This design comes from an exercise in tuning for small area, a short achievable clock period and few clock cycles on the open sky130 flow, not from production work.
At most, simulation tests tie the RTL to the original design; equivalence was not proved.
Power and IR drop assume default switching activity.

## v6
==> flow/design.v (excerpt) <==
module tia_render (
    input  wire        clk,
    input  wire        rst,
    input  wire        cmd_valid,
    output wire        cmd_ready,
    input  wire [2:0]  cmd_op,
    input  wire [5:0]  cmd_addr,
    input  wire [7:0]  cmd_data,
    input  wire [8:0]  cmd_x,       
    input  wire [8:0]  cmd_y,       
    output reg         pix_valid,
    output reg  [8:0]  pix_y,
    output reg  [7:0]  pix_x,
    output reg  [6:0]  pix_color,
    output reg         rd_valid,
    output reg  [14:0] rd_data
);
Settings: LEC_CHECK=0, CAP_MARGIN=20, CORE_MARGIN=2, CORE_UTILIZATION=40, SETUP_SLACK_MARGIN=5, SLEW_MARGIN=20; clock period 8.0 ns.
run.sh (not shown) runs the stock make flow with config.mk's settings and CLKGATE_MAP_FILE= SYNTH_SCRIPT=/design/flow/synth_recipe.tcl, a recipe that flattens the netlist after the stock synthesis.
Testbench counts of v6, summed over its fixed seeds: cycles 172,451.
Setup changes, v6 to v7
--- a/flow/design.v
+++ b/flow/design.v
@@ -139,39 +139,35 @@
     wire [9:0] ei_row = (e_col == 8'd159) ? e_row + 10'd1 : e_row;
     wire [7:0] ei_col = (e_col == 8'd159) ? 8'd0 : e_col + 8'd1;
     wire [9:0] bm_row = ir_a;
     wire [7:0] bm_col = ir_b;
     wire bm_gt = ($signed(bm_row) > $signed(p_row)) ||
                  (bm_row == p_row && bm_col > p_col);
     wire ir_R = ir_valid && (ir_k == K_R);
     wire ir_J = ir_valid && (ir_k == K_J);
     wire ir_P = ir_valid && (ir_k == K_PW);
-    wire pw_col   = (pw_sub == S_W) && (pw_idx >= R_COLUP0) && (pw_idx <= R_CTRLPF);
-    wire ir_col   = (ir_a[8:7] == S_W) && (ir_a[4:0] >= R_COLUP0) && (ir_a[4:0] <= R_CTRLPF);
-    wire pw_free  = !pw_valid || pw_ph2 || (last && !pw_col);
+    wire pw_free  = !pw_valid || pw_ph2;
     wire load     = ir_R && bm_gt && last;
     wire jump     = ir_J && last;
     wire advance  = active && !last;
     wire pw_apply = pw_valid && !pw_ph2 && last;
     wire ir_cons = ir_P ? pw_free : (ir_R ? (last || !bm_gt) : (ir_J ? last : 1'b0));
     assign cmd_ready = ready_r;
     wire take = cmd_valid && ready_r;
     wire eq_bm = (ei_row == bm_row) && (ei_col == bm_col);
     wire eq_p  = (ei_row == p_row) && (ei_col == p_col);
     wire ir_valid_n = take ? in_ok : (ir_valid && !ir_cons);
     wire ir_pw_n    = take ? (in_k == K_PW) : (ir_k == K_PW);
     wire pw_fill    = ir_P && pw_free;
-    wire pw_valid_n = pw_fill || (pw_valid && !pw_ph2 && !(pw_apply && !pw_col));
-    wire pw_ph2_n   = !pw_fill && pw_apply && pw_col;
-    wire pw_col_n   = pw_fill ? ir_col : pw_col;
+    wire pw_valid_n = pw_fill || (pw_valid && !pw_ph2);
+    wire pw_ph2_n   = !pw_fill && pw_apply;
     wire last_n     = load ? eq_bm : (advance ? eq_p : 1'b1);
-    wire pw_free_n  = !pw_valid_n || pw_ph2_n || (last_n && !pw_col_n);
-    wire ready_n    = !ir_valid_n || (ir_pw_n ? pw_free_n : last_n);
+    wire ready_n    = !ir_valid_n || (ir_pw_n ? (!pw_valid_n || pw_ph2_n) : last_n);
     always @(posedge clk) begin
         if (rst) begin
             ir_valid <= 1'b0;
             ready_r  <= 1'b1;
             pw_valid <= 1'b0;
             pw_ph2   <= 1'b0;
             e_row    <= 10'h3FF;
             e_col    <= 8'd159;
             p_row    <= 10'h3FF;
--- outcome ---
- Going from v6 to v7, total number of vias stayed essentially flat; first-iteration DRC count fell by 119; critical path arrival fell by 0.07 ns; post-route cell area rose by about 0.6%.
- Compared with v6, wire length in v7 increased by a few percent.
- For clock slew seen by the registers of the worst setup and hold paths, v7 and v6 come out practically identical.
- | clock insertion delay at the later pin of the skew report | v7 vs v6 | ≈ equal |
- Worst slack on hold paths delta (v7 − v6): unfavourable
- Run comparison: v6 last element of the critical path s2_p0; v7 last element of the critical path ir_a[7]
- v7 vs v6: reported leakage power up
- Internal power: v7 < v6
- ~same cell count after synthesis in v7 and v6
- The run with more setup slack is v6; v7 has less.
- Utilization in v7 vs v6: up 0.29 points
For v7, only the layout was checked, not whether the RTL still works.

## what the ideal ports hide
The results above use ideal ports. As a check the final layouts listed here were re-extracted and re-timed, cells and wires unchanged. Step 1: set_driving_cell puts a clkbuf_16 on clk and a buf_2 on each other input, an assumption about the parent block. Step 2 moves the port delays by t, midway between the first and last clock arrival at a register: inputs arrive t later, outputs are due t later. That takes back most of the time a late clock gives input paths. Slacks: no drivers / after step 1 / after step 2; pairs: no drivers / after step 1.
run | shift t [ns] | slack for setup (ns) | worst data-port slew with drivers (ns) | pins driven straight from the clock port
v6 | 0.565 | 4.733 / 4.733 / 4.437 | 0.06 | 1
v7 | 0.575 | 4.685 / 4.682 / 4.107 | 0.07 | 1
After both steps every run listed still meets setup and hold. For v7, which loses most, drivers alone change the setup slack by -0.003 ns; drivers and shift together by -0.578 ns.
